Context: an optimization exercise on an open-source flow, tuned for small area, a short achievable clock period and few clock cycles. The choices shown serve that exercise and are no tape-out recipe. RTL that was checked went through simulation tests only; none was proved equivalent to the original. Only the layout flow was run in run 1; the RTL was not checked for function there. No activity file was given, so power comes from the tool's default toggle rates.

<file path="flow/design.v">
module link_rx (
    input  wire        clk,
    input  wire        rst,
    input  wire        in_valid,
    output wire        in_ready,
    input  wire [7:0]  in_data,
    input  wire        cmd_valid,
    output wire        cmd_ready,
    input  wire [7:0]  cmd_op,
    input  wire [7:0]  cmd_id,
    input  wire [31:0] cmd_region,
    input  wire [7:0]  cmd_size,
    output reg         rsp_valid,
    output reg         rsp_bool,
    output reg  [7:0]  rsp_val,
    output wire        mem_valid,
    input  wire        mem_ready,
    output wire [31:0] mem_addr,
    output wire [7:0]  mem_data
);
    localparam [7:0] MAGIC0      = 8'h55;
    localparam [7:0] MAGIC1      = 8'hAA;
    localparam [7:0] MAX_PAYLOAD = 8'd57;
    localparam [7:0] MAX_ITEM    = 8'd56;
    localparam [7:0] OP_BIND  = 8'h01;
    localparam [7:0] OP_ISRX  = 8'h05;
    localparam [7:0] OP_CLRX  = 8'h06;
    localparam [7:0] OP_TAKE  = 8'h07;
    localparam [7:0] OP_TAKEP = 8'h08;
    localparam [2:0] R_IDLE = 3'd0;    
    localparam [2:0] R_AA   = 3'd1;    
    localparam [2:0] R_ID   = 3'd2;    
    localparam [2:0] R_LS   = 3'd3;    
    localparam [2:0] R_LEN  = 3'd4;    
    localparam [2:0] R_PAY  = 3'd5;    
    localparam [2:0] R_CLO  = 3'd6;    
    localparam [2:0] R_CHI  = 3'd7;    
    localparam [2:0] D_IDLE = 3'd0;    
    localparam [2:0] D_TYPE = 3'd1;    
    localparam [2:0] D_CHK  = 3'd2;    
    localparam [2:0] D_DATA = 3'd3;    
    localparam [2:0] C_LOOK = 3'd4;    
    localparam [2:0] C_ACT  = 3'd5;    
    localparam [2:0] C_SCAN = 3'd6;    
    reg [7:0]  slot_used;
    reg [7:0]  slot_recv;
    reg [7:0]  slot_id     [0:7];
    reg [31:0] slot_region [0:7];
    reg [5:0]  slot_size   [0:7];
    reg [7:0]  buffer [0:63];
    reg [5:0]  wr_ptr;          
    reg [5:0]  cm_ptr;          
    reg [5:0]  rd_ptr;          
    reg        in_ready_q;
    reg        bv;              
    reg [7:0]  bd;
    reg [2:0]  rs;
    reg [5:0]  rcnt;            
    reg [15:0] crc;
    reg [7:0]  crc_lo;
    reg [7:0]  pend_serial;
    reg [7:0]  last_serial;
    assign in_ready = in_ready_q;
    wire take = in_valid && in_ready_q;
    reg [15:0] crc_next;
    integer    i;
    always @* begin
        crc_next = ((rs == R_LEN) ? 16'h0000 : crc) ^ {8'h00, bd};
        for (i = 0; i < 8; i = i + 1)
            crc_next = crc_next[0] ? ((crc_next >> 1) ^ 16'h8408) : (crc_next >> 1);
    end
    wire len_ok   = (bd <= MAX_PAYLOAD);
    wire wr_adv   = bv && ((rs == R_LEN && len_ok) || rs == R_PAY);
    wire crc_ok   = ({bd, crc_lo} == crc);
    wire commit   = bv && (rs == R_CHI) && crc_ok;
    wire [5:0] cm_ptr_next = commit ? wr_ptr : cm_ptr;
    wire [5:0] occupancy   = wr_ptr - rd_ptr;
    always @(posedge clk) begin
        bd <= in_data;
        if (bv)
            buffer[wr_ptr] <= bd;      
    end
    always @(posedge clk) begin
        if (rst) begin
            bv          <= 1'b0;
            in_ready_q  <= 1'b1;
            rs          <= R_IDLE;
            wr_ptr      <= 6'd0;
            cm_ptr      <= 6'd0;
            last_serial <= 8'd0;
        end else begin
            bv         <= take;
            in_ready_q <= (occupancy <= 6'd60);
            if (wr_adv)
                wr_ptr <= wr_ptr + 6'd1;
            if (bv) begin
                case (rs)
                    R_IDLE: if (bd == MAGIC0) rs <= R_AA;
                    R_AA: begin
                        if (bd == MAGIC1)      rs <= R_ID;
                        else if (bd != MAGIC0) rs <= R_IDLE;
                    end
                    R_ID: begin
                        pend_serial <= bd;
                        rs          <= R_LS;
                    end
                    R_LS: rs <= R_LEN;
                    R_LEN: begin
                        crc  <= crc_next;
                        rcnt <= bd[5:0];
                        if (!len_ok)
                            rs <= R_IDLE;             
                        else if (bd == 8'd0)
                            rs <= R_CLO;
                        else
                            rs <= R_PAY;
                    end
                    R_PAY: begin
                        crc  <= crc_next;
                        rcnt <= rcnt - 6'd1;
                        if (rcnt == 6'd1)
                            rs <= R_CLO;
                    end
                    R_CLO: begin
                        crc_lo <= bd;
                        rs     <= R_CHI;
                    end
                    default: begin                   
                        rs <= R_IDLE;
                        if (crc_ok) begin
                            cm_ptr      <= wr_ptr;
                            last_serial <= pend_serial;
                        end else begin
                            wr_ptr      <= cm_ptr;
                        end
                    end
                endcase
            end
        end
    end
    reg        cmd_ready_q;
    reg        cmd_pend;        
    reg        nr_pend;         
    reg        c_bind, c_rd, c_clr, c_takep, c_size_ok;
    reg [7:0]  c_id;
    reg [31:0] c_region;
    reg [5:0]  c_size;
    reg [5:0]  c_ptr;           
    assign cmd_ready = cmd_ready_q;
    wire cmd_take = cmd_valid && cmd_ready_q;
    wire op_reg   = (cmd_op == OP_BIND) || (cmd_op == OP_ISRX) || (cmd_op == OP_CLRX) ||
                    (cmd_op == OP_TAKE) || (cmd_op == OP_TAKEP);
    reg [2:0]  ds;
    reg [5:0]  prem;            
    reg [5:0]  dleft;           
    reg [7:0]  sel;             
    reg        hit;
    reg        mem_valid_q;
    reg [31:0] mem_addr_q;
    reg [7:0]  mem_data_q;
    assign mem_valid = mem_valid_q;
    assign mem_addr  = mem_addr_q;
    assign mem_data  = mem_data_q;
    wire [7:0] hd    = buffer[rd_ptr];
    wire       ofree = !mem_valid_q || mem_ready;
    wire [7:0] key = (ds == D_TYPE) ? hd : c_id;
    reg  [7:0] match;
    reg  [31:0] sel_region;
    reg  [5:0]  sel_size;
    integer    j;
    always @* begin
        sel_region = 32'd0;
        sel_size   = 6'd0;
        for (j = 0; j < 8; j = j + 1) begin
            match[j] = slot_used[j] && (slot_id[j] == key);
            if (sel[j]) begin
                sel_region = sel_region | slot_region[j];
                sel_size   = sel_size   | slot_size[j];
            end
        end
    end
    wire sel_recv = |(sel & slot_recv);
    wire sel_used = |(sel & slot_used);
    reg [7:0] free_oh;
    integer   k;
    always @* begin
        free_oh = 8'd0;
        for (k = 7; k >= 0; k = k - 1)
            if (!slot_used[k]) free_oh = 8'd1 << k;
    end
    wire cmd_go     = cmd_pend && (rd_ptr == c_ptr);
    wire frame_go   = (rd_ptr != cm_ptr);
    wire size_bad   = !hit || (sel_size > prem);
    wire region_zero = (c_region == 32'd0);
    wire bind_ok    = c_size_ok &&
                      !((&c_region[31:6]) && ({1'b0, c_region[5:0]} + {1'b0, c_size} > 7'd64));
    wire scan_hit   = sel_used && (sel_region == c_region);
    always @(posedge clk) begin
        if (rst) begin
            ds          <= D_IDLE;
            rd_ptr      <= 6'd0;
            mem_valid_q <= 1'b0;
            slot_used   <= 8'd0;
            slot_recv   <= 8'd0;
            cmd_ready_q <= 1'b1;
            cmd_pend    <= 1'b0;
            nr_pend     <= 1'b0;
            rsp_valid   <= 1'b0;
        end else begin
            rsp_valid <= 1'b0;
            if (mem_ready)
                mem_valid_q <= 1'b0;
            nr_pend <= cmd_take && !op_reg;
            if (nr_pend) begin
                rsp_valid <= 1'b1;
                rsp_val   <= last_serial;
            end
            if (cmd_take) begin
                c_bind    <= (cmd_op == OP_BIND);
                c_rd      <= (cmd_op == OP_ISRX) || (cmd_op == OP_TAKE);
                c_clr     <= (cmd_op == OP_CLRX) || (cmd_op == OP_TAKE);
                c_takep   <= (cmd_op == OP_TAKEP);
                c_id      <= cmd_id;
                c_region  <= cmd_region;
                c_size    <= cmd_size[5:0];
                c_size_ok <= (cmd_size <= MAX_ITEM);
                c_ptr     <= cm_ptr_next;
                if (op_reg) begin
                    cmd_pend    <= 1'b1;
                    cmd_ready_q <= 1'b0;
                end
            end
            case (ds)
                D_IDLE: begin
                    if (cmd_go) begin
                        if (c_takep) begin
                            sel <= 8'd1;
                            ds  <= C_SCAN;
                        end else begin
                            ds  <= C_LOOK;
                        end
                    end else if (frame_go) begin
                        prem   <= hd[5:0];
                        rd_ptr <= rd_ptr + 6'd1;
                        if (hd[5:0] != 6'd0)
                            ds <= D_TYPE;
                    end
                end
                D_TYPE: begin
                    sel    <= match;
                    hit    <= |match;
                    rd_ptr <= rd_ptr + 6'd1;
                    prem   <= prem - 6'd1;
                    ds     <= D_CHK;
                end
                D_CHK: begin
                    if (size_bad) begin
                        rd_ptr <= rd_ptr + prem;            
                        ds     <= D_IDLE;
                    end else if (sel_size == 6'd0) begin
                        slot_recv <= slot_recv | sel;
                        ds        <= (prem == 6'd0) ? D_IDLE : D_TYPE;
                    end else if (ofree) begin
                        mem_valid_q <= 1'b1;
                        mem_addr_q  <= sel_region;
                        mem_data_q  <= hd;
                        rd_ptr      <= rd_ptr + 6'd1;
                        prem        <= prem - 6'd1;
                        dleft       <= sel_size - 6'd1;
                        if (sel_size == 6'd1) begin
                            slot_recv <= slot_recv | sel;
                            ds        <= (prem == 6'd1) ? D_IDLE : D_TYPE;
                        end else begin
                            ds        <= D_DATA;
                        end
                    end
                end
                D_DATA: begin
                    if (ofree) begin
                        mem_valid_q <= 1'b1;
                        mem_addr_q  <= mem_addr_q + 32'd1;
                        mem_data_q  <= hd;
                        rd_ptr      <= rd_ptr + 6'd1;
                        prem        <= prem - 6'd1;
                        dleft       <= dleft - 6'd1;
                        if (dleft == 6'd1) begin
                            slot_recv <= slot_recv | sel;
                            ds        <= (prem == 6'd1) ? D_IDLE : D_TYPE;
                        end
                    end
                end
                C_LOOK: begin
                    sel         <= match;
                    hit         <= |match;
                    cmd_ready_q <= 1'b1;        
                    ds          <= C_ACT;
                end
                C_ACT: begin
                    cmd_pend  <= cmd_take && op_reg;
                    rsp_valid <= 1'b1;
                    rsp_bool  <= hit && sel_recv;
                    ds        <= D_IDLE;
                    if (c_bind) begin
                        if (region_zero) begin
                            if (hit) begin
                                slot_used <= slot_used & ~sel;
                                slot_recv <= slot_recv & ~sel;
                            end
                        end else if (bind_ok) begin
                            for (j = 0; j < 8; j = j + 1)
                                if (hit ? sel[j] : free_oh[j]) begin
                                    slot_id[j]     <= c_id;
                                    slot_region[j] <= c_region;
                                    slot_size[j]   <= c_size;
                                end
                            slot_used <= slot_used | (hit ? sel : free_oh);
                            slot_recv <= slot_recv & ~(hit ? sel : free_oh);
                        end
                    end
                    if (c_clr && hit)
                        slot_recv <= slot_recv & ~sel;
                end
                C_SCAN: begin
                    if (scan_hit || sel[7]) begin
                        cmd_pend    <= 1'b0;
                        cmd_ready_q <= 1'b1;
                        rsp_valid   <= 1'b1;
                        rsp_bool    <= scan_hit && sel_recv;
                        ds          <= D_IDLE;
                        if (scan_hit)
                            slot_recv <= slot_recv & ~sel;
                    end else begin
                        sel <= sel << 1;
                    end
                end
                default: ds <= D_IDLE;
            endcase
        end
    end
endmodule
</file>
<file path="flow/run.sh">
#!/bin/bash
# synth_recipe.tcl (not shown) runs the flow's synth.tcl, then flattens the netlist and writes it again
# the make line also repeats each setting of config.mk as NAME=value (left out here)
make -C /OpenROAD-flow-scripts/flow DESIGN_CONFIG=/design/flow/config.mk WORK_HOME=/design/flow/orfs CLKGATE_MAP_FILE= SYNTH_SCRIPT=/design/flow/synth_recipe.tcl finish
</file>
<file path="flow/config.mk">
export PLATFORM = sky130hd
export DESIGN_NAME = link_rx
export DESIGN_NICKNAME = link_rx
export VERILOG_FILES = /design/flow/design.v
export SDC_FILE = /design/flow/constraint.sdc
export NUM_CORES = 4
export LEC_CHECK = 0
export CAP_MARGIN = 20
export CORE_MARGIN = 2
export CORE_UTILIZATION = 40
export PLACE_DENSITY = 0.6
export SLEW_MARGIN = 20
</file>
<file path="flow/constraint.sdc">
create_clock -name core_clock -period 7.5 [get_ports {clk}]
set_input_delay 1.5000 -clock core_clock [delete_from_list [all_inputs] [get_ports {clk}]]
set_output_delay 1.5000 -clock core_clock [all_outputs]
set_load 0.01 [all_outputs]
</file>
==> results.toml, run 1 <==
[die]
coreArea_um2 = 118000
die_w_um = 348
fp.dieH_um = 348
num_rows = 126
die_area_um2 = 121000
io_pins = 122
initial_core_util_pct = 40.3

[layout]
final_common_cell = "edfxtp_1"
n_fill_cell = 10400
seq_area_um2 = 32700
final_cells = 4996
nets = 3475
antenna_cells = 0
multiInputGateArea_um2 = 13600
final_cell_mix = "edfxtp_1, mux2i_1, a22oi_1"
drive_gt1_share_pct = 9.13
area_delta_synth_final_pct = 13.3

[grt]
grt_pass1_wl_um = 187000
antenna_found_initial = 2
grt_pass1_vias = 27500
grt_usage_pct = 20.6
grt_overflow = 0
grt_max_degree = 67

[detailed_routing]
drc_errors = 0
wl_per_cell_um = 25.4
drtIter0Drc = 3047
dr.pass1.iters = 6
viasPerCell = 5.65
drt_wl_total_um = 127000
ant_nets = 0
num_vias = 28200

[power_and_ir_drop]
ir_drop_mv = 0.243
p_leak_nw = 17.3
power_density_nw_per_um2 = 290

[synthesis]
synthDistinctLibCells = 93
syn-num-nets = 3340
postSynthAreaPerCell_um2 = 14.7
syn_inst = 3235
synth_edf_count = 1044
synth_area_um2 = 47500
synth.area.mux_share_pct = 6.06
async_flop_share_pct = 0
synth-xor-area-share_pct = 5.26
yosys.area_share.adder_pct = 0.980
synth-compound-area-share_pct = 8.61
synth-warning-count = 4
synth_top_family_by_area = "compound AO/OA/AOI/OAI gates"
synthSimpleGateAreaFrac_pct = 7.66
synth_ff_type = "edfxtp_1"
ys_ff_latch = 1113
ys_seq_area_share_pct = 69.0

[setup_path]
worstPathCellList = "nor2b_4 > buf_4 > a22oi_1 > nand2_1 > o22ai_1 > nor2_1 > a21oi_4 > mux2i_2 > xor2_1 > and2_1 > o21a_1 > or4_1"
cp_max_fo = 39
crit_arrival_ps = 5480
slowest_stage = "dfxtp_1"
cpPeakStageDelay_ps = 830
critPathRequiredTime_ps = 7960
critPathLaunchType = "register"
crit_type = "reg2reg"
crit_path_end_kind = "register"

[clock_network]
h-tree-depth = 3
tritoncts = "yes"
clock_path_buffers = 3
postCtsSetupBuffers = 0
cts_resized = 0
ctsHoldBuffers = 0
root_buffer = "clkbuf_16"
cts_made_buffers = 113
insertion_delay_ps = 730
cts.clk_slew.worst_paths_ps = 70
clock-sinks = 1113

[hold_path]
hold_class = "reg2reg"

[sta]
rsz0062_at_grt = "false"
max_slew.worst_pin.slew_ps = 1100
max_freq_mhz = 199
setup_viol = 0
hold_viol = 0
maxSlewViolCount = 0
tns_ps = 0
period_share_pct = 67.0
finalCriticalPeriod_ps = 5020
clock_skew_ps = 87.3
slew_headroom_pct = 26.5

[placement]
post-dp-hpwl_um = 80600
dp.cells = 4791
port_buffers = 121
place.gp.congestion = 0.844

[flow_run]
maxCapViolCount = 0

[status]
outcome = "complete, no violations"
==> worst paths after layout <==
kind | startpoint | end | slack, ps | depth (start not counted)
max reg2reg | register | hit | 2480 | 12
min | last_serial[6] | rsp_val[6] | 430 | 0
min reg2reg | last_serial[6] | rsp_val[6] | 430 | 0
max | register | hit | 2480 | 12
==> state kept, by name, indices dropped and copies added, names as in the netlist, 8 cells and up, named ones only <==
name         cells
buffer         512
slot_region    256
slot_id         64
slot_size       48
c_region        32
mem_addr_q      32
crc             16
bd               8
c_id             8
crc_lo           8
last_serial      8
mem_data_q       8
pend_serial      8
rsp_val          8
sel              8
slot_recv        8
slot_used        8
==> area by class of cell <==
| class | instances | share of cell area (%) |
|---|---|---|
| Sequential cell | 1113 | 60.9 |
| Inverter | 51 | 0.356 |
| Clock buffer | 152 | 5.59 |
| Tap cell | 1536 | 3.57 |
| Clock inverter | 53 | 0.942 |
| Multi-Input combinational cell | 1903 | 25.4 |
| Timing Repair Buffer | 188 | 3.27 |
==> report_power, final <==
part | leakage (nW) | internal [mW] | switching (mW) | total, mW
logic | 5.62 | 1.16 | 1.88 | 3.03
registers | 9.96 | 6.93 | 0.254 | 7.19
clock network | 1.70 | 2.99 | 2.40 | 5.39
total | 17.3 | 11.1 | 4.54 | 15.6
==> critical path, delay by kind of cell (launching register included) <==
kind                   cells  cell delay (ps)
flip-flops                 1              830
XOR/XNOR                   1              120
AO/OA/AOI/OAI              4              560
multiplexers               1              420
AND/OR/NAND/NOR            5             2200
buffers and inverters      1              580
==> layer usage <==
layer  global-route usage [%]  up-vias  share of wire (%)
met1                     29.3    14400                 44
met2                     33.2      967                 47
met3                     2.96      188                6.0
met5                        0        -              0.020
met4                     5.19        4                2.2
li1                         -    12700                  -
==> logic make-up after synthesis <==
family / count (synthesis)
compound gates: 575
xor+xnor: 285
fa+ha+maj: 36
buf+inv: 219
flops: 1113
mux: 271
simple gates: 736
==> per-stage QoR <==
stage	hold slack (ps)	worst slack, ps	area (µm²)	utilization (%)	total power [mW]
floorplan	408	1650	47500	-	9.42
global placement	415	2660	50200	42.6	10.3
detailed placement	418	2570	50200	42.6	10.3
CTS	434	2550	53800	45.6	15.7
global route	444	2260	53800	45.6	16.2
finish	433	2480	53800	45.6	15.6
==> synthesized netlist by cell type (all sizes together), types with 10 or more instances <==
cell | instances | area [µm²]
o2111ai | 10 | 93.8
xnor2 | 172 | 1510
nand2 | 171 | 642
nor4 | 39 | 295
nand4 | 65 | 419
and2 | 14 | 87.6
nand3 | 76 | 385
xor2 | 113 | 990
a22o | 21 | 184
inv | 49 | 184
dfxtp | 69 | 1380
a221oi | 12 | 143
nand2b | 14 | 87.6
o21bai | 10 | 75.1
o21ai | 48 | 240
a211oi | 17 | 155
o22ai | 18 | 113
mux4 | 12 | 270
buf | 86 | 681
o31ai | 18 | 140
ha | 34 | 425
a22oi | 223 | 1680
nor2b | 20 | 133
a31oi | 11 | 68.8
o21a | 11 | 82.6
nor2 | 219 | 858
mux2i | 251 | 2520
and3 | 23 | 145
nor3 | 58 | 300
a21oi | 129 | 694
clkbuf | 82 | 308
edfxtp | 1044 | 31400
==> run 2: changes to the inputs <==
--- a/flow/design.v
+++ b/flow/design.v
@@ -49,3 +49,4 @@
     reg [5:0]  slot_size   [0:7];
-    reg [7:0]  buffer [0:63];
+    reg [7:0]  buf_e [0:31];
+    reg [7:0]  buf_o [0:31];
     reg [5:0]  wr_ptr;          
@@ -79,4 +80,6 @@
         bd <= in_data;
-        if (bv)
-            buffer[wr_ptr] <= bd;      
+        if (bv) begin                  
+            if (wr_ptr[0]) buf_o[wr_ptr[5:1]] <= bd;
+            else           buf_e[wr_ptr[5:1]] <= bd;
+        end
     end
@@ -153,2 +156,4 @@
     reg [2:0]  ds;
+    reg [7:0]  hd;              
+    reg [5:0]  fend;            
     reg [5:0]  prem;            
@@ -156,3 +161,6 @@
     reg [7:0]  sel;             
-    reg        hit;
+    reg        hit;             
+    reg        size_ok;         
+    reg        size_zero;       
+    reg        size_one;        
     reg        mem_valid_q;
@@ -163,6 +171,4 @@
     assign mem_data  = mem_data_q;
-    wire [7:0] hd    = buffer[rd_ptr];
-    wire       ofree = !mem_valid_q || mem_ready;
-    wire [7:0] key = (ds == D_TYPE) ? hd : c_id;
-    reg  [7:0] match;
+    wire ofree = !mem_valid_q || mem_ready;
+    reg  [7:0]  match, lt_rem, is_zero, is_one;
     reg  [31:0] sel_region;
@@ -174,3 +180,6 @@
         for (j = 0; j < 8; j = j + 1) begin
-            match[j] = slot_used[j] && (slot_id[j] == key);
+            match[j]   = slot_used[j] && (slot_id[j] == hd);
+            lt_rem[j]  = (slot_size[j] < prem);
+            is_zero[j] = (slot_size[j] == 6'd0);
+            is_one[j]  = (slot_size[j] == 6'd1);
             if (sel[j]) begin
@@ -190,9 +199,27 @@
     end
-    wire cmd_go     = cmd_pend && (rd_ptr == c_ptr);
-    wire frame_go   = (rd_ptr != cm_ptr);
-    wire size_bad   = !hit || (sel_size > prem);
+    wire cmd_go      = cmd_pend && (rd_ptr == c_ptr);
+    wire frame_go    = (rd_ptr != cm_ptr);
+    wire stop        = !(hit && size_ok);
     wire region_zero = (c_region == 32'd0);
-    wire bind_ok    = c_size_ok &&
-                      !((&c_region[31:6]) && ({1'b0, c_region[5:0]} + {1'b0, c_size} > 7'd64));
-    wire scan_hit   = sel_used && (sel_region == c_region);
+    wire bind_ok     = c_size_ok &&
+                       !((&c_region[31:6]) && ({1'b0, c_region[5:0]} + {1'b0, c_size} > 7'd64));
+    wire scan_hit    = sel_used && (sel_region == c_region);
+    wire jump = (ds == D_CHK) && stop;
+    wire adv  = ((ds == D_IDLE) && !cmd_go && frame_go) ||
+                (ds == D_TYPE) ||
+                ((ds == D_CHK) && !stop && !size_zero && ofree) ||
+                ((ds == D_DATA) && ofree);
+    wire [5:0] rp1    = rd_ptr + 6'd1;
+    wire [4:0] e_addr = jump ? fend[5:1] : rp1[5:1];
+    wire [4:0] o_addr = jump ? fend[5:1] : rd_ptr[5:1];
+    wire       odd    = jump ? fend[0] : (rd_ptr[0] ^ adv);
+    wire [7:0] e_data = buf_e[e_addr];
+    wire [7:0] o_data = buf_o[o_addr];
+    wire       load_cid = (ds == D_IDLE) && cmd_go && !c_takep;
+    always @(posedge clk) begin
+        if (load_cid)
+            hd <= c_id;
+        else
+            hd <= odd ? o_data : e_data;
+    end
     always @(posedge clk) begin
@@ -212,2 +239,6 @@
                 mem_valid_q <= 1'b0;
+            if (jump)
+                rd_ptr <= fend;
+            else if (adv)
+                rd_ptr <= rp1;
             nr_pend <= cmd_take && !op_reg;
@@ -242,4 +273,4 @@
                     end else if (frame_go) begin
-                        prem   <= hd[5:0];
-                        rd_ptr <= rd_ptr + 6'd1;
+                        prem <= hd[5:0];
+                        fend <= rp1 + hd[5:0];
                         if (hd[5:0] != 6'd0)
@@ -249,13 +280,14 @@
                 D_TYPE: begin
-                    sel    <= match;
-                    hit    <= |match;
-                    rd_ptr <= rd_ptr + 6'd1;
-                    prem   <= prem - 6'd1;
-                    ds     <= D_CHK;
+                    sel       <= match;
+                    hit       <= |match;
+                    size_ok   <= |(match & lt_rem);
+                    size_zero <= |(match & is_zero);
+                    size_one  <= |(match & is_one);
+                    prem      <= prem - 6'd1;
+                    ds        <= D_CHK;
                 end
                 D_CHK: begin
-                    if (size_bad) begin
-                        rd_ptr <= rd_ptr + prem;            
-                        ds     <= D_IDLE;
-                    end else if (sel_size == 6'd0) begin
+                    if (stop) begin
+                        ds <= D_IDLE;                       
+                    end else if (size_zero) begin
                         slot_recv <= slot_recv | sel;
@@ -266,6 +298,5 @@
                         mem_data_q  <= hd;
-                        rd_ptr      <= rd_ptr + 6'd1;
                         prem        <= prem - 6'd1;
                         dleft       <= sel_size - 6'd1;
-                        if (sel_size == 6'd1) begin
+                        if (size_one) begin
                             slot_recv <= slot_recv | sel;
@@ -282,3 +313,2 @@
                         mem_data_q  <= hd;
-                        rd_ptr      <= rd_ptr + 6'd1;
                         prem        <= prem - 6'd1;
--- a/flow/config.mk
+++ b/flow/config.mk
@@ -7,2 +7,3 @@
 export LEC_CHECK = 0
+export ABC_CLOCK_PERIOD_IN_PS = 2500
 export CAP_MARGIN = 20
@@ -11,2 +12,4 @@
 export PLACE_DENSITY = 0.6
+export SETUP_SLACK_MARGIN = 4.7
 export SLEW_MARGIN = 20
+export TNS_END_PERCENT = 100
==> run 2 against run 1 <==
Clock skew decreased by 21 ps. Critical path depth increased by 3. First-iteration DRC count increased by 27%. Clock power increased by 9.8%. Die area increased by 0.30%. Still clean. Worst setup slack improved by 1700 ps. Hold slack improved by 2.6 ps. Sequential power increased by 2%. Routed wire length increased by 20%.
==> results.toml, run 2 <==
[placement]
post-dp-hpwl_um = 83900
place_ws_ps = 2660
port_buffers = 121
place.gp.congestion = 0.902

[setup_path]
path_depth = 15
r2r_cells = 15
crit_buf_inv = 6
crit_end = "slot_region[4][16]"
crit_type = "reg2reg"
critPathRequiredTime_ps = 7920
crit_top_cell = "buf_12"
rrSetupSlack_ps = 4220
r2r_end = "slot_region[4][16]"
cpPeakStageDelay_ps = 520
cp_max_fo = 5
crit_path_end_kind = "register"
startpoint = "c_region[0]"
critPathLaunchType = "register"
cp_top_family = "buffers and inverters"
crit_arrival_ps = 3700
slowest_stage = "fa_2"
r2r-start = "c_region[0]"
worstPathCellList = "ha_2 > inv_2 > fa_2 > nand4b_1 > a21oi_1 > o21ai_1 > nor3_1 > a32o_2 > nand4_1 > buf_6 > buf_12 > nor2_4 > buf_12 > buf_12 > buf_16"

[clock_network]
root_buffer = "clkbuf_16"
clock-sinks = 1124
cts_made_buffers = 114
h-tree-depth = 3
clock_path_buffers = 3
tritoncts = "yes"
insertion_delay_ps = 740
cts.clk_slew.worst_paths_ps = 60

[die]
initial_core_util_pct = 40.3
fp.dieH_um = 349
io_pins = 122
num_rows = 126
die_area_um2 = 122000
die_w_um = 349
coreArea_um2 = 118000

[synthesis]
yosysMostFrequentCell = "edfxtp_1"
synth_area_um2 = 47600
postSynthAreaPerCell_um2 = 13.4
ys_seq_area_share_pct = 69.4
async_flop_share_pct = 0
synthDistinctLibCells = 85
synth-warning-count = 4
synth_top_area_share_pct = 66.4
yosys.area.top_type = "edfxtp_1"
synth_edf_count = 1053
ys_ff_latch = 1124
syn_inst = 3551
yosys-top-cells-count = "edfxtp_1, nand2_1, nor2_1"
syn-num-nets = 3688
synth_area_leaders = "edfxtp_1, nand2_1, dfxtp_1"
synth_ff_type = "edfxtp_1"

[layout]
finish.utilization_pct = 51.0
seq_area_um2 = 33100
drive_gt1_share_pct = 21.5
n_fill_cell = 9765
antenna_cells = 0
multiInputGateArea_um2 = 14800
final_cell_mix = "edfxtp_1, nand2_1, nor2_1"
nets = 4154
final_common_cell = "edfxtp_1"
area_delta_synth_final_pct = 26.5

[power_and_ir_drop]
power_density_nw_per_um2 = 327
total_power_mw = 19.7
ir_drop_mv = 0.241
p_leak_nw = 20.7

[grt]
grt_pass1_vias = 31600
grt_overflow = 0
grt_usage_pct = 23.8
antenna_found_initial = 1
grt_max_degree = 66
grt_pass1_wl_um = 216000

[sta]
clock_skew_ps = 65.9
rsz0062_at_grt = "true"
slew_headroom_pct = 27.8
tns_ps = 0
setup_viol = 0
maxSlewViolCount = 0
hold_ws_ps = 436
max_slew.worst_pin.slew_ps = 1080
finalCriticalPeriod_ps = 3280
worst_slack_ps = 4220
period_share_pct = 43.7
max_freq_mhz = 305
hold_viol = 0

[status]
outcome = "complete, no violations"

[flow_run]
maxCapViolCount = 0

[detailed_routing]
num_vias = 33100
drtIter0Drc = 3857
viasPerCell = 5.86
drc_errors = 0
dr.pass1.iters = 6
wl_per_cell_um = 27.0
drt_wl_total_um = 152000
ant_nets = 0

[hold_path]
worstHoldStart = "last_serial[5]"
hold_class = "reg2reg"
## run 2: cell count changes after synthesis, moves of 35 or more
cell,before,now
mux2i_1,250,71
xnor2_1,172,92
nand2_1,171,506
a22oi_1,222,152
a311oi_1,0,36
nand3_1,75,184
buf_2,32,67
## run 2: cells by family (layout without fill, tap and decap cells)
| logic type | after synthesis | in the layout | synth area share (%) |
|---|---|---|---|
| flops | 1124 | 1124 | 69.4 |
| buf+inv | 235 | 787 | 2.28 |
| xor+xnor | 220 | 220 | 4.05 |
| mux | 81 | 81 | 1.74 |
| compound gates | 577 | 578 | 8.57 |
| fa+ha+maj | 68 | 68 | 1.82 |
| simple gates | 1246 | 1257 | 12.1 |
## run 2: worst register-to-register path, delay by kind of cell (launching register included)
kind	cells	cell delay [ps]
buffers and inverters	6	840
adders and majority gates	2	740
and+or+nand+nor	4	560
AOI/OAI and AO/OA	3	460
DFF	1	410
## run 2: layout make-up
cell class | instances | share of cell area (%)
multi-input cells | 2204 | 24.6
inverters | 45 | 0.285
flip-flops and latches | 1124 | 55.0
well taps | 1536 | 3.19
clock buffers | 139 | 5.06
repair buffers | 528 | 10.5
clock inverters | 75 | 1.38
## run 2: how the worst min path moves through the flow
stage / end / slack (ps) / depth (start not counted)
3_5_place_dp: rsp_val[0] / 420 / 0
5_1_grt: rsp_val[5] / 450 / 0
4_1_cts: rsp_val[5] / 440 / 0
2_1_floorplan: mem_data_q[6] / 410 / 0
3_3_place_gp: rsp_val[4] / 420 / 0
6_report: rsp_val[5] / 440 / 0
## run 2: timing repair
action / in CTS / in global routing
endpoints found under the setup margin: 533 / 478
resized for setup: 491 / 170
gates cloned: 48 / 24
hold buffers: 0 / 0
pin swaps: 53 / 58
buffers inserted: 219 / 71
## run 2: per-stage QoR
stage,cells,area [µm²]
after floorplan,3551,47800
after global placement,5075,50500
after detailed placement,5075,50500
after CTS,5556,58300
after global routing,5651,60200
final,5651,60200
## run 2: power breakdown
group	leakage, nW	switching, mW	total (mW)	internal, mW
clock network	1.88	2.51	5.92	3.41
registers	10.1	0.281	7.32	7.04
logic	8.71	3.96	6.45	2.49
## run 2: metal layers
metal	part of all wire (%)	GRT usage, %
met1	40	32.2
met2	47	38.9
met3	8.2	3.64
met4	4.2	9.17
met5	0	0
Testbench counts of run 2, summed over its fixed seeds: cycles 33,208.
==> run 3: changes to the inputs <==
--- a/flow/design.v
+++ b/flow/design.v
@@ -146,3 +146,3 @@
     reg        nr_pend;         
-    reg        c_bind, c_rd, c_clr, c_takep, c_size_ok;
+    reg        c_bind, c_clr, c_takep, c_size_ok;
     reg [7:0]  c_id;
@@ -165,2 +165,3 @@
     reg        size_one;        
+    reg        do_bind, do_unbind, do_clr;
     reg        mem_valid_q;
@@ -250,3 +251,2 @@
                 c_bind    <= (cmd_op == OP_BIND);
-                c_rd      <= (cmd_op == OP_ISRX) || (cmd_op == OP_TAKE);
                 c_clr     <= (cmd_op == OP_CLRX) || (cmd_op == OP_TAKE);
@@ -322,4 +322,7 @@
                 C_LOOK: begin
-                    sel         <= match;
+                    sel         <= (|match) ? match : free_oh;
                     hit         <= |match;
+                    do_bind     <= c_bind && !region_zero && bind_ok && ((|match) || (|free_oh));
+                    do_unbind   <= c_bind && region_zero && (|match);
+                    do_clr      <= c_clr && (|match);
                     cmd_ready_q <= 1'b1;        
@@ -332,20 +335,14 @@
                     ds        <= D_IDLE;
-                    if (c_bind) begin
-                        if (region_zero) begin
-                            if (hit) begin
-                                slot_used <= slot_used & ~sel;
-                                slot_recv <= slot_recv & ~sel;
+                    if (do_bind) begin
+                        for (j = 0; j < 8; j = j + 1)
+                            if (sel[j]) begin
+                                slot_id[j]     <= c_id;
+                                slot_region[j] <= c_region;
+                                slot_size[j]   <= c_size;
                             end
-                        end else if (bind_ok) begin
-                            for (j = 0; j < 8; j = j + 1)
-                                if (hit ? sel[j] : free_oh[j]) begin
-                                    slot_id[j]     <= c_id;
-                                    slot_region[j] <= c_region;
-                                    slot_size[j]   <= c_size;
-                                end
-                            slot_used <= slot_used | (hit ? sel : free_oh);
-                            slot_recv <= slot_recv & ~(hit ? sel : free_oh);
-                        end
+                        slot_used <= slot_used | sel;
                     end
-                    if (c_clr && hit)
+                    if (do_unbind)
+                        slot_used <= slot_used & ~sel;
+                    if (do_bind || do_unbind || do_clr)
                         slot_recv <= slot_recv & ~sel;
==> run 3 against run 2 <==
Clock-buffer cell count is 11 higher. Register-to-register slack hardly changed. Sequential power is 0.8% higher. Global-route usage is 1.6 points lower.
==> results.toml, run 3 <==
[status]
outcome = "complete, no violations"

[clock_network]
cts_made_buffers = 115
clock_path_buffers = 3
tritoncts = "yes"
insertion_delay_ps = 730
clock-sinks = 1127
root_buffer = "clkbuf_16"
ctsHoldBuffers = 0
cts.clk_slew.worst_paths_ps = 60
h-tree-depth = 3

[grt]
grt_usage_pct = 22.2
grt_overflow = 0
antenna_found_initial = 11
grt_pass1_wl_um = 201000
grt_pass1_vias = 30100
grt_max_degree = 72

[sta]
maxSlewViolCount = 0
rsz0062_at_grt = "true"
finalCriticalPeriod_ps = 3280
period_share_pct = 43.7
setup_viol = 0
tns_ps = 0
hold_viol = 0
clock_skew_ps = 26.4
max_freq_mhz = 305
slew_headroom_pct = 32.1
max_slew.worst_pin.slew_ps = 1010

[layout]
drive_gt1_share_pct = 22.0
nets = 3932
finish.utilization_pct = 50.2
area_delta_synth_final_pct = 24.1
antenna_cells = 0
multiInputGateArea_um2 = 14500
n_fill_cell = 9615
final_cells = 5418
seq_area_um2 = 33200
final_common_cell = "edfxtp_1"
final_cell_mix = "edfxtp_1, nand2_1, buf_4"

[synthesis]
synth-warning-count = 4
synth_area_leaders = "edfxtp_1, dfxtp_1, a22oi_1"
synth_edf_count = 1056
syn_inst = 3355
synth_area_um2 = 47200
async_flop_share_pct = 0
yosys-top-cells-count = "edfxtp_1, nand2_1, nor2_1"
ys_ff_latch = 1127
syn-num-nets = 3492
postSynthAreaPerCell_um2 = 14.1
ys_seq_area_share_pct = 70.3
synth_ff_type = "edfxtp_1"
synthDistinctLibCells = 82
synth_top_area_share_pct = 67.3
yosysMostFrequentCell = "edfxtp_1"
yosys.area.top_type = "edfxtp_1"

[setup_path]
critPathRequiredTime_ps = 7950
cpPeakStageDelay_ps = 410
crit_path_end_kind = "register"
critPathLaunchType = "register"
crit_top_cell = "buf_6"
worstPathCellList = "buf_6 > buf_6 > clkbuf_16 > a22oi_1 > nand4_1 > xor2_1 > nor4_1 > nand2_1 > nor4_2 > buf_4 > o21ai_4 > and3b_2"
crit_arrival_ps = 3720
cp_max_fo = 8
slowest_stage = "edfxtp_1"
crit_type = "reg2reg"

[power_and_ir_drop]
combPwrFrac_pct = 29.4
p_sw_mw = 5.98
power_density_nw_per_um2 = 316
ir_drop_mv = 0.191
sw_frac_of_total_pct = 32.4
seqPwrFrac_pct = 39.9
p_int_mw = 12.5
p_leak_nw = 19.9
p_clk_share_pct = 30.7

[flow_run]
maxCapViolCount = 0

[detailed_routing]
viasPerCell = 5.91
drt_wl_total_um = 145000
dr.pass1.iters = 6
drc_errors = 0
num_vias = 32000
wl_per_cell_um = 26.7
ant_nets = 0
drtIter0Drc = 3963

[die]
num_rows = 125
coreArea_um2 = 117000
die_area_um2 = 121000
die_w_um = 347
fp.dieH_um = 347
io_pins = 122
initial_core_util_pct = 40.5

[placement]
post-dp-hpwl_um = 79400
place.gp.congestion = 0.860
port_buffers = 121
dp.cells = 4872

[hold_path]
hold_class = "reg2reg"
-- run 3: cell types whose count changed after synthesis, moves of 12 or more --
cell,before,now
a211oi_1,33,49
a21o_1,13,25
a21oi_1,115,135
a22oi_1,152,176
a311oi_1,36,23
buf_1,8,20
buf_2,67,43
clkbuf_1,94,110
mux4_2,0,13
nand2_1,506,346
nand3_1,184,98
nor2_1,233,186
nor2b_1,12,32
-- run 3: repair_timing --
action	4_1_cts	5_1_grt
gates resized for setup	422	235
setup endpoints to repair	546	327
gates cloned	16	25
setup buffers	187	102
pin swaps	55	73
endpoints found under the hold margin	0	0
-- run 3: final cells by class --
class                           instances  area share [%]
Tap cell                             1524            3.26
Inverter                               37           0.237
Clock buffer                          150            5.28
Timing Repair Buffer                  495            8.66
Multi-Input combinational cell       2019            24.7
Clock inverter                         66            1.07
Sequential cell                      1127            56.7
-- run 3: power by group through the flow --
stage	registers, mW	clock network (mW)	logic, mW
floorplan	7.28	0	2.67
global placement	7.49	0	3.74
detailed placement	7.49	0	3.79
CTS	7.36	5.71	4.47
global route	7.39	5.97	5.72
finish	7.38	5.67	5.44
-- run 3: kinds of logic after synthesis --
family | after synthesis | synth area share [%]
flops | 1127 | 70.3
simple gates | 998 | 10.3
compound gates | 634 | 9.29
xor+xnor | 219 | 4.07
buf+inv | 218 | 1.95
mux | 91 | 2.31
fa+ha+maj | 68 | 1.84
-- run 3: per-layer routing --
layer  vias up  track usage (%)  share of wire (%)  wire length [µm]
li1      13900                -                  -                 -
met1     16100             32.2                 42             60500
met2      1792             34.0                 44             64500
met3       327             3.77                9.7             14100
met4         2             7.24                4.0              5740
met5         -                0             0.0090                13
-- run 3: stage by stage --
stage          total power [mW]  setup slack, ps  hold slack, ps  area [µm²]
6_report                   18.5             4220             434       58500
5_1_grt                    19.1             4160             447       58500
4_1_cts                    17.5             4420             434       56200
3_5_place_dp               11.3             2560             415       50000
3_3_place_gp               11.2             2740             414       50000
2_1_floorplan              9.95             4330             406       47300
-- run 3: final timing paths --
check / cells after the start / slack (ps) / startpoint / to
min reg2reg: 0 / 430 / last_serial[3] / rsp_val[3]
max reg2reg: 12 / 4220 / sel[5] / sel[2]
min: 0 / 430 / last_serial[3] / rsp_val[3]
max: 12 / 4220 / sel[5] / sel[2]
-- run 3: worst max-delay path, delay by kind of cell, from the launching register on --
kind / cells / cell delay [ps]
AND/OR/NAND/NOR: 5 / 1340
AO/OA/AOI/OAI: 2 / 280
flip-flops: 1 / 410
XOR/XNOR: 1 / 230
buffers and inverters: 4 / 740
Testbench counts of run 3, summed over its fixed seeds: cycles 33,208.
==> run 4: changes to the inputs <==
--- a/flow/design.v
+++ b/flow/design.v
@@ -14,3 +14,3 @@
     output reg         rsp_bool,
-    output reg  [7:0]  rsp_val,
+    output wire [7:0]  rsp_val,
     output wire        mem_valid,
@@ -44,2 +44,3 @@
     localparam [2:0] C_SCAN = 3'd6;    
+    localparam [2:0] C_SCN2 = 3'd7;    
     reg [7:0]  slot_used;
@@ -64,2 +65,3 @@
     assign in_ready = in_ready_q;
+    assign rsp_val  = last_serial;
     wire take = in_valid && in_ready_q;
@@ -166,2 +168,3 @@
     reg        do_bind, do_unbind, do_clr;
+    reg        scan_eq;
     reg        mem_valid_q;
@@ -244,7 +247,6 @@
                 rd_ptr <= rp1;
-            nr_pend <= cmd_take && !op_reg;
-            if (nr_pend) begin
+            nr_pend <= cmd_take && !op_reg && (ds == C_ACT);
+            if (nr_pend || (cmd_take && !op_reg && (ds != C_ACT)))
                 rsp_valid <= 1'b1;
-                rsp_val   <= last_serial;
-            end
+            rsp_bool <= ((ds == C_SCN2) ? scan_eq : hit) && sel_recv;
             if (cmd_take) begin
@@ -333,3 +335,2 @@
                     rsp_valid <= 1'b1;
-                    rsp_bool  <= hit && sel_recv;
                     ds        <= D_IDLE;
@@ -350,3 +351,7 @@
                 C_SCAN: begin
-                    if (scan_hit || sel[7]) begin
+                    scan_eq <= scan_hit;
+                    ds      <= C_SCN2;
+                end
+                C_SCN2: begin
+                    if (scan_eq || sel[7]) begin
                         cmd_pend    <= 1'b0;
@@ -354,5 +359,4 @@
                         rsp_valid   <= 1'b1;
-                        rsp_bool    <= scan_hit && sel_recv;
                         ds          <= D_IDLE;
-                        if (scan_hit)
+                        if (scan_eq)
                             slot_recv <= slot_recv & ~sel;
@@ -360,2 +364,3 @@
                         sel <= sel << 1;
+                        ds  <= C_SCAN;
                     end
--- a/flow/config.mk
+++ b/flow/config.mk
@@ -7,3 +7,3 @@
 export LEC_CHECK = 0
-export ABC_CLOCK_PERIOD_IN_PS = 2500
+export ABC_CLOCK_PERIOD_IN_PS = 3000
 export CAP_MARGIN = 20
@@ -12,3 +12,3 @@
 export PLACE_DENSITY = 0.6
-export SETUP_SLACK_MARGIN = 4.7
+export SETUP_SLACK_MARGIN = 4.5
 export SLEW_MARGIN = 20
==> run 4 against run 3 <==
Cell count down 5.5%. Core utilization down 2.5 points. Via count down 6.8%. Synthesized cell count down 3.0%. Routed wire length down 6.3%. Sequential power down 1%. Non-clock buffer count down 207. Critical path depth down 7. Global-route usage down 0.20 points.
==> results.toml, run 4 <==
[synthesis]
async_flop_share_pct = 0
yosys-top-cells-count = "edfxtp_1, nand2_1, nor2_1"
ys_ff_latch = 1120
synth_area_um2 = 47200
synth_ff_type = "edfxtp_1"
yosysMostFrequentCell = "edfxtp_1"
syn_inst = 3256
synth-warning-count = 4
ys_seq_area_share_pct = 69.8
synthDistinctLibCells = 84
yosys.area.top_type = "edfxtp_1"
synthSimpleGateAreaFrac_pct = 8.92
synth-xor-area-share_pct = 4.14
synth.area.mux_share_pct = 4.19
synth_edf_count = 1049
postSynthAreaPerCell_um2 = 14.5
synth_area_leaders = "edfxtp_1, dfxtp_1, a22oi_1"
synth_top_area_share_pct = 66.8
syn-num-nets = 3393
synth-compound-area-share_pct = 9.06
synth_top_family_by_area = "compound AO/OA/AOI/OAI gates"
yosys.area_share.adder_pct = 1.84

[setup_path]
crit_type = "in2reg"
critPathLaunchType = "input port"
critPathRequiredTime_ps = 7820
slowest_stage = "and2_4"
crit_arrival_ps = 3320
cpPeakStageDelay_ps = 790
cp_max_fo = 46
crit_path_end_kind = "register"
worstPathCellList = "buf_2 > inv_1 > buf_4 > and3_1 > and2_4"

[hold_path]
hold_class = "reg2reg"

[die]
initial_core_util_pct = 40.5
die_area_um2 = 121000
die_w_um = 347
fp.dieH_um = 347
io_pins = 122
coreArea_um2 = 117000
num_rows = 125

[clock_network]
cts.clk_slew.worst_paths_ps = 60
root_buffer = "clkbuf_16"
cts_made_buffers = 116
tritoncts = "yes"
clock-sinks = 1120
ctsHoldBuffers = 0
clock_path_buffers = 3
insertion_delay_ps = 720
h-tree-depth = 3

[layout]
final_cells = 5118
multiInputGateArea_um2 = 13900
seq_area_um2 = 33000
finish.utilization_pct = 47.7
final_cell_mix = "edfxtp_1, nand2_1, nor2_1"
nets = 3632
final_common_cell = "edfxtp_1"
drive_gt1_share_pct = 14.7
n_fill_cell = 9964
area_delta_synth_final_pct = 17.9

[sta]
max_slew.worst_pin.slew_ps = 1180
period_share_pct = 40.0
clock_skew_ps = 29.8
finalCriticalPeriod_ps = 3000
hold_viol = 0
maxSlewViolCount = 0
slew_headroom_pct = 21.2
max_freq_mhz = 333
rsz0062_at_grt = "true"
worst_slack_ps = 4500
tns_ps = 0
setup_viol = 0

[grt]
grt_max_degree = 68
antenna_found_initial = 2
grt_overflow = 0
grt_usage_pct = 22.0
grt_pass1_wl_um = 197000
grt_pass1_vias = 29000

[flow_run]
maxCapViolCount = 0

[detailed_routing]
drtIter0Drc = 3183
dr.pass1.iters = 5
drc_errors = 0
wl_per_cell_um = 26.5
drt_wl_total_um = 136000
viasPerCell = 5.83
ant_nets = 0
num_vias = 29900

[placement]
dp.cells = 4779
port_buffers = 121
post-dp-hpwl_um = 82300
place_ws_ps = 2750
place.gp.congestion = 0.869

[power_and_ir_drop]
ir_drop_mv = 0.227
p_leak_nw = 18.6
total_power_mw = 18.5
power_density_nw_per_um2 = 333

[status]
outcome = "complete, no violations"
-- run 4: cell types whose count changed in the layout (fill, tap and decap cells not counted), sizes merged, moves of 12 or more --
cell,before,now
buf,408,164
nand2,352,262
xnor2,83,135
xor2,136,88
mux2i,67,114
dlygate4sd2,1,41
nand3,98,64
clkbuf,168,146
nor2,188,209
mux4,13,30
nor2b,32,15
a21oi,141,126
o211ai,4,16
-- run 4: layout make-up --
class / instances / area share, %
antenna: 1 / 0.00450
clock inverter: 74 / 1.42
sequential: 1120 / 59.3
clock buffer: 142 / 5.63
inverter: 44 / 0.297
tap: 1524 / 3.43
timing repair buffer: 288 / 4.95
multi-input combinational: 1925 / 25.0
-- run 4: metal layers --
layer / share of wire, % / GRT usage (%) / wire length [µm] / up-vias
li1: - / - / - / 13100
met1: 41 / 29.8 / 55900 / 15100
met2: 47 / 35.9 / 64100 / 1400
met3: 7.7 / 3.59 / 10500 / 283
met4: 3.8 / 7.77 / 5190 / 4
met5: 0.021 / 0 / 29 / -
-- run 4: worst max-delay path, delay by kind of cell --
family	cells	cell delay, ps
buffers and inverters	3	620
AND/OR/NAND/NOR	2	1150
-- run 4: logic make-up after synthesis --
kind of cell             Yosys count
flip-flops                      1120
multiplexers                     158
XOR/XNOR                         223
AND/OR/NAND/NOR                  858
adder cells (fa/ha/maj)           68
buffers and inverters            218
AO/OA/AOI/OAI                    611
-- run 4: final timing paths --
| check | from | end | slack (ps) | cells past startpoint |
|---|---|---|---|---|
| worst max register to register | ds[0] | hd[7] | 4500 | 9 |
| worst max-delay path | rst | slot_region[5][2] | 4500 | 5 |
| worst min register to register | bd[5] | buf_e[24][5] | 460 | 0 |
| worst min-delay path | bd[5] | buf_e[24][5] | 460 | 0 |
-- run 4: power breakdown --
group	total [mW]	switching (mW)	internal, mW
logic	5.32	3.10	2.22
registers	7.28	0.258	7.02
clock network	5.93	2.50	3.43
total	18.5	5.86	12.7
-- run 4: metrics by stage --
step	hold slack [ps]	area [µm²]
final	461	55600
after global routing	479	55600
after CTS	467	55000
after detailed placement	456	50000
after global placement	447	50000
after floorplan	403	47300
-- run 4: timing repair --
action | in CTS | in global routing
pin swaps | 18 | 28
endpoints found under the setup margin | 514 | 418
setup buffers | 60 | 46
resized for setup | 174 | 47
cloned | 12 | 3
endpoints found under the hold margin | 0 | 0
Testbench counts of run 4, summed over its fixed seeds: cycles 33,235.
==> run 5: changes to the inputs <==
--- a/flow/design.v
+++ b/flow/design.v
@@ -61,3 +61,3 @@
     reg [15:0] crc;
-    reg [7:0]  crc_lo;
+    reg        crc_lo_ok;       
     reg [7:0]  pend_serial;
@@ -76,3 +76,3 @@
     wire wr_adv   = bv && ((rs == R_LEN && len_ok) || rs == R_PAY);
-    wire crc_ok   = ({bd, crc_lo} == crc);
+    wire crc_ok   = crc_lo_ok && (bd == crc[15:8]);
     wire commit   = bv && (rs == R_CHI) && crc_ok;
@@ -129,3 +129,3 @@
                     R_CLO: begin
-                        crc_lo <= bd;
+                        crc_lo_ok <= (bd == crc[7:0]);
                         rs     <= R_CHI;
--- a/flow/config.mk
+++ b/flow/config.mk
@@ -10,4 +10,6 @@
 export CORE_MARGIN = 2
-export CORE_UTILIZATION = 40
-export PLACE_DENSITY = 0.6
+export CORE_UTILIZATION = 55
+export CTS_CLUSTER_DIAMETER = 100
+export CTS_CLUSTER_SIZE = 30
+export PLACE_DENSITY = 0.7
 export SETUP_SLACK_MARGIN = 4.5
==> run 5 against run 4 <==
Still clean. Area after synthesis fell by 1.2%. Clock-buffer cell count fell by 78. Total power fell by 25%. Via count rose by 0.58%. Routed wire length down 5.0%. Worst setup slack better by 3.2 ps. Largest power group unchanged. Highest routed layer is now met4.
==> results.toml, run 5 <==
[power_and_ir_drop]
sw_frac_of_total_pct = 31.1
p_clk_share_pct = 21.8
ir_drop_mv = 0.236
p_sw_mw = 4.32
combPwrFrac_pct = 26.0
power_density_nw_per_um2 = 267
p_leak_nw = 17.0
p_int_mw = 9.55
seqPwrFrac_pct = 52.2

[synthesis]
synth_area_um2 = 46600
syn_inst = 3336
syn-num-nets = 3473
synth-warning-count = 4
yosysMostFrequentCell = "edfxtp_1"
yosys.area_share.adder_pct = 1.86
synth-compound-area-share_pct = 8.84
yosys-top-cells-count = "edfxtp_1, nand2_1, nor2_1"
yosys.area.top_type = "edfxtp_1"
synth_ff_type = "edfxtp_1"
synth_area_leaders = "edfxtp_1, nand2_1, dfxtp_1"
postSynthAreaPerCell_um2 = 14.0
synth_top_family_by_area = "simple AND/OR/NAND/NOR gates"
synthSimpleGateAreaFrac_pct = 10.2
ys_seq_area_share_pct = 70.2
synth_edf_count = 1042
async_flop_share_pct = 0
synth_top_area_share_pct = 67.2
ys_ff_latch = 1113
synth-xor-area-share_pct = 4.15
synthDistinctLibCells = 79
synth.area.mux_share_pct = 2.73

[clock_network]
tritoncts = "yes"
root_buffer = "clkbuf_16"
ctsHoldBuffers = 0
cts_made_buffers = 44
cts.clk_slew.worst_paths_ps = 120
insertion_delay_ps = 650
clock-sinks = 1113
h-tree-depth = 2
clock_path_buffers = 3

[die]
die_w_um = 295
initial_core_util_pct = 55.6
fp.dieH_um = 295
coreArea_um2 = 83800
num_rows = 106
die_area_um2 = 87100
io_pins = 122

[grt]
grt_usage_pct = 29.2
antenna_found_initial = 0
grt_pass1_wl_um = 189000
grt_max_degree = 72
grt_pass1_vias = 29300
grt_overflow = 0

[layout]
finish.utilization_pct = 61.9
drive_gt1_share_pct = 10.6
final_cell_mix = "edfxtp_1, nand2_1, nor2_1"
area_delta_synth_final_pct = 11.3
final_cells = 4631
antenna_cells = 0
nets = 3609
final_common_cell = "edfxtp_1"

[detailed_routing]
drc_errors = 0
num_vias = 30000
viasPerCell = 6.48
drtIter0Drc = 3923
dr.pass1.iters = 6
ant_nets = 0
wl_per_cell_um = 27.8
drt_wl_total_um = 129000

[sta]
rsz0062_at_grt = "true"
maxSlewViolCount = 0
clock_skew_ps = 38.3
tns_ps = 0
hold_viol = 0
setup_viol = 0
finalCriticalPeriod_ps = 3000
max_slew.worst_pin.slew_ps = 1100
period_share_pct = 40.0
slew_headroom_pct = 26.4
max_freq_mhz = 333

[placement]
dp.cells = 4465
place.gp.congestion = 0.917
post-dp-hpwl_um = 79000
port_buffers = 121

[setup_path]
critPathLaunchType = "register"
critPathRequiredTime_ps = 8050
crit_type = "reg2reg"
crit_path_end_kind = "register"
cp_max_fo = 15
crit_arrival_ps = 3550

[flow_run]
maxCapViolCount = 0

[hold_path]
hold_class = "reg2reg"

[status]
outcome = "complete, no violations"
run 5: cell types whose count changed after synthesis, sizes merged, moves of 22 or more:
cell,before,now
xor2,88,111
nand3,64,106
mux2i,114,38
nand2,259,387
a21oi,125,155
xnor2,135,110
and3,45,23
run 5: metrics by stage:
stage	hold slack (ps)	cell area (µm²)	power (mW)	setup WS (ps)
after floorplan	403	46700	9.36	4330
after global placement	465	49000	10.3	3070
after detailed placement	482	49000	10.4	2960
after CTS	509	51400	13.7	4440
after global routing	528	51900	14.3	4400
final	502	51900	13.9	4500
run 5: cell families (layout without fill, tap and decap cells):
family,count (synthesis),after routing
buf+inv,229,386
xor+xnor,221,221
simple gates,1017,1018
mux,82,83
compound gates,606,608
fa+ha+maj,68,68
flops,1113,1113
run 5: area by class of cell:
type | instances | area [µm²]
Sequential cell | 1113 | 32800
Clock inverter | 7 | 106
Inverter | 48 | 180
Timing Repair Buffer | 267 | 2680
Multi-Input combinational cell | 1998 | 13500
Fill cell | 6297 | 32000
Clock buffer | 64 | 1200
Tap cell | 1134 | 1420
run 5: power by group through the flow:
stage	clock (mW)	combinational, mW	sequential (mW)
after CTS	3.04	3.39	7.23
final	3.02	3.61	7.24
after floorplan	0	2.20	7.16
after detailed placement	0	3.01	7.36
after global placement	0	2.94	7.36
after global routing	3.22	3.83	7.25
run 5: worst paths after layout:
path / to / slack [ps] / cells after the start / start
worst min-delay path: last_serial[7] / 500 / 2 / pend_serial[7]
worst max-delay path: hd[7] / 4500 / 11 / ds[0]
worst min register to register: last_serial[7] / 500 / 2 / pend_serial[7]
worst max register to register: hd[7] / 4500 / 11 / ds[0]
run 5: critical path: stages (launching register included):
cell and delay (ps):
dfxtp_4 380, or3b_4 460, buf_4 170, nor3_4 200
a21o_4 260, buf_6 230, mux2i_1 110, a221oi_1 370
nor4_2 90, nor4_2 400, a22oi_1 110, o21ai_0 110
run 5: routing by layer:
layer	global-route usage [%]	part of all wire, %	vias up
li1	-	-	13000
met1	39.3	37	14900
met2	49.3	49	1846
met3	3.50	9.6	324
met4	10.7	4.2	0
met5	0	0	-
run 5: what timing repair did:
item                                    CTS  global route
endpoints found under the setup margin  510           116
gates resized for setup                 152            59
gates cloned                             10             3
buffers inserted                         58            24
pin swaps                                13            25
Testbench counts of run 5, summed over its fixed seeds: cycles 33,235.

[port drivers added, routing unchanged]
In the flow no input, the clock included, has a driving cell. The finished layouts below were timed again as built, in two steps.
Step 1, drivers: a clkbuf_16 drives clk and a buf_2 each remaining input, both assumed.
Step 2 times the ports against the registers' clock, not the clock port: input delays grow and output delays shrink by t, the midpoint of the rising clock arrivals with the driver on.
Slacks: ideal / step 1 / step 2; pairs: ideal / step 1.
run	t, ns	setup slack, ns	clock arrival spread, ns
run 1	0.764	2.478 / 2.478 / 2.478	0.097 / 0.098
run 2	0.786	4.222 / 4.222 / 3.865	0.067 / 0.066
run 3	0.782	4.221 / 4.221 / 3.819	0.027 / 0.027
run 4	0.780	4.497 / 4.442 / 3.719	0.031 / 0.031
run 5	0.705	4.501 / 4.478 / 3.897	0.040 / 0.039
After both steps setup and hold are still met in every run listed. The setup slack of run 4, which loses most, moves by -0.055 ns with the drivers and by -0.778 ns with both steps.
